This is an optimization exercise on Yosys and OpenROAD, whose aim is small area, a short achievable clock period and few clock cycles, not a production implementation.
Only simulation tests tie the RTL to the original design; equivalence was not proved.
Power is estimated from default activity; no workload was simulated.

==> flow/design.v (excerpt) <==
module radixconv (
    input  wire        clk,
    input  wire        rst,
    input  wire        host_valid,
    input  wire        host_we,
    input  wire        host_buf,
    input  wire [6:0]  host_addr,
    input  wire [15:0] host_wdata,
    output reg  [15:0] host_rdata
);
    localparam BUF_SIZE = 128;
    localparam [3:0] ERR_ILLEGAL = 4'd1;
    localparam [3:0] ERR_WIDTH   = 4'd2;
    localparam [3:0] ERR_BOUNDS  = 4'd3;
    localparam [3:0] ERR_OVERLAP = 4'd4;
    localparam [3:0] ERR_SYMBOL  = 4'd5;
    localparam [3:0] ERR_BUSY    = 4'd6;
    localparam [2:0] S_CHK   = 3'd0;    
    localparam [2:0] S_DIV   = 3'd1;    
    localparam [2:0] S_SET   = 3'd2;    
    localparam [2:0] S_CONV  = 3'd3;    
    localparam [2:0] S_ALPHA = 3'd4;    
    reg [8*BUF_SIZE-1:0] buf_mem;    
    reg [15:0] cmdl, srcaddr, srclen, dstaddr;
    reg [7:0]  dstlen;       
    reg        busy, done, err;
    reg [3:0]  errcode;
    reg [2:0]  state;
    reg [1:0]  div_cnt;
    reg [11:0] div_l;        
    reg [2:0]  div_r;        
    reg        m_inc;        
    reg        fwd;          
    reg        fip;          
    reg        skip;         
    reg [31:0] work;         
    reg [5:0]  wbits;        
    reg [7:0]  ins_left;     
    reg [6:0]  rp, wp;       
    reg [6:0]  wpn;          
    reg [31:0] cur, nxt;     
    reg [1:0]  prime;        
    reg        son;          
    reg [4:0]  pf;           
    reg        done_r;       
    reg        bad_r;        
    reg [4:0]  wi;           
    reg [4:0]  wq;           
    reg [6:0]  a_end;        
    reg        src_ok;       
    reg        dst_bad;      
    reg        ovl_bad;      
    reg [5:0]  c_t1, c_t2;   
    reg [5:0]  c_off;        
    reg        f_ge1, f_ge2;    
    reg        f_eqb, f_nz;     
    reg        f_fit1, f_fit2;  
    reg        f_idone;         
    reg        f_ige2;          
    wire [3:0] op  = cmdl[15:12];
    wire [3:0] a_w = cmdl[11:8];
    wire [3:0] b_w = cmdl[7:4];
    wire [5:0] c_b  = {2'd0, b_w};           
    wire [5:0] c_b2 = {1'b0, b_w, 1'b0};     
    wire       p_f = cmdl[3];
    reg  op_conv;        
    reg  op_conv_any;    
    reg  emit_part;      
  ...
For scale: ~1300 flip-flops, about 44 I/O pins, about 70000 um^2 of cells after synthesis.
Settings: LEC_CHECK=0, CAP_MARGIN=30, CORE_MARGIN=2, CORE_UTILIZATION=55, CTS_BUF_LIST=sky130_fd_sc_hd__clkbuf_8, SLEW_MARGIN=30; clock period 10.0 ns.
standard.sh (not shown) runs the stock make flow with config.mk's settings and CLKGATE_MAP_FILE= SYNTH_SCRIPT=/design/flow/synth_recipe.tcl, a recipe that flattens the netlist after the stock synthesis.
==> flow/flow/run.sh <==
#!/bin/bash
# The standard layout (the standard.sh: ORFS synthesis to finish), with timing repair aimed at a
# setup margin of 5.5 ns and without gate cloning. The make output goes to flow.log; ORFS keeps each
# step's own log under orfs/logs/.
set -euo pipefail
bash standard.sh SETUP_SLACK_MARGIN=5.5 SKIP_GATE_CLONING=1 finish > flow.log 2>&1
Testbench counts at the start, summed over its fixed seeds: cycles 30,579.
Edit:
--- a/flow/config.mk
+++ b/flow/config.mk
@@ -9,4 +9,4 @@
 export CORE_MARGIN = 2
-export CORE_UTILIZATION = 55
-export CTS_BUF_LIST = sky130_fd_sc_hd__clkbuf_8
+export CORE_UTILIZATION = 65
+export CTS_BUF_LIST = sky130_fd_sc_hd__clkbuf_4
 export SLEW_MARGIN = 30
Effect: Global-route usage rises by 3.8 points; core utilization rises by 10 points; maximum frequency falls by 3.4%; first-iteration DRC count rises by 19%.

## alpha
Starting RTL as in the previous note.
Settings: LEC_CHECK=0, CAP_MARGIN=30, CORE_MARGIN=2, CORE_UTILIZATION=55, CTS_BUF_LIST=sky130_fd_sc_hd__clkbuf_4, CTS_CLUSTER_DIAMETER=50, CTS_CLUSTER_SIZE=8, SLEW_MARGIN=30; clock period 10.0 ns.
==> flow/flow/run.sh <==
#!/bin/bash
# The standard layout (the standard.sh: ORFS synthesis to finish), with timing repair aimed at a
# setup margin of 5.25 ns and without gate cloning. The make output goes to flow.log; ORFS keeps each
# step's own log under orfs/logs/.
set -euo pipefail
bash standard.sh SETUP_SLACK_MARGIN=5.25 SKIP_GATE_CLONING=1 finish > flow.log 2>&1
alpha completed every stage of the flow, and the final layout passed the timing, DRC and antenna checks.
Testbench counts of alpha, summed over its fixed seeds: cycles 30,579.
Inputs modified between alpha and beta:
==> flow/flow/run.sh <==
#!/bin/bash
# The standard layout (the standard.sh: ORFS synthesis to finish), with timing repair aimed at a
# setup margin of 5.5 ns and without gate cloning. The make output goes to flow.log; ORFS keeps each
# step's own log under orfs/logs/.
set -euo pipefail
bash standard.sh SETUP_SLACK_MARGIN=5.5 SKIP_GATE_CLONING=1 finish > flow.log 2>&1
--- outcome ---
Looking at the reports, beta completed the entire flow and the layout it produced met the timing, DRC and antenna checks.
The estimated power of beta ends up higher than the estimate for alpha.
Going from alpha to beta, sequential standard cell area level, post-CTS setup buffer count increased by 61 relative to the old numbers, worst setup slack after layout grew by 0.20 ns, number of buffer and inverter stages on the critical path now larger.
| proportion of power drawn by combinational gates | beta vs alpha | 0.3 points higher |
Taking alpha as the reference point, the internal power contribution of beta rises by 1.3%.
diff inputs: beta => gamma
- CTS_CLUSTER_SIZE: 8 -> unset
- CTS_CLUSTER_DIAMETER: 50 -> unset
--- outcome ---
The final layout from gamma, which completed every stage, passed the timing, DRC and antenna checks at the end of the flow. beta reached the final stage; the timing, DRC and antenna checks on its layout passed. Summary of gamma over beta: cell area picked up an extra about 1.9%, utilization increased 1.2 points, synthesis-to-layout area growth now larger. Lower clock power goes to beta over gamma.

re-timing with driven ports:
Ports are ideal in the flow. The routed layouts listed here were re-timed in OpenROAD. Step 1: set_driving_cell puts a clkbuf_16 on clk and a buf_2 on each other input, an assumption about the parent block. Step 2 times the ports against the registers' clock, not the clock port: input delays grow and output delays shrink by t, the midpoint of the rising clock arrivals with the driver on. Three values: ideal ports, drivers, drivers and shift; two values: the first two.
| run | t, ns | slack for setup (ns) | worst slew at a driven data input, ns |
|---|---|---|---|
| the first run of note 1 | 1.054 | 5.343 / 5.341 / 4.287 | 0.10 |
| the second run of note 1 | 1.257 | 5.180 / 5.230 / 3.973 | 0.06 |
| alpha | 1.355 | 5.214 / 5.271 / 3.916 | 0.08 |
| beta | 1.314 | 5.413 / 5.437 / 4.150 | 0.06 |
| gamma | 1.369 | 5.445 / 5.455 / 4.129 | 0.05 |
After both steps every run listed still meets setup and hold. The setup slack of gamma, which loses most, moves by +0.010 ns with the drivers and by -1.316 ns with both steps.
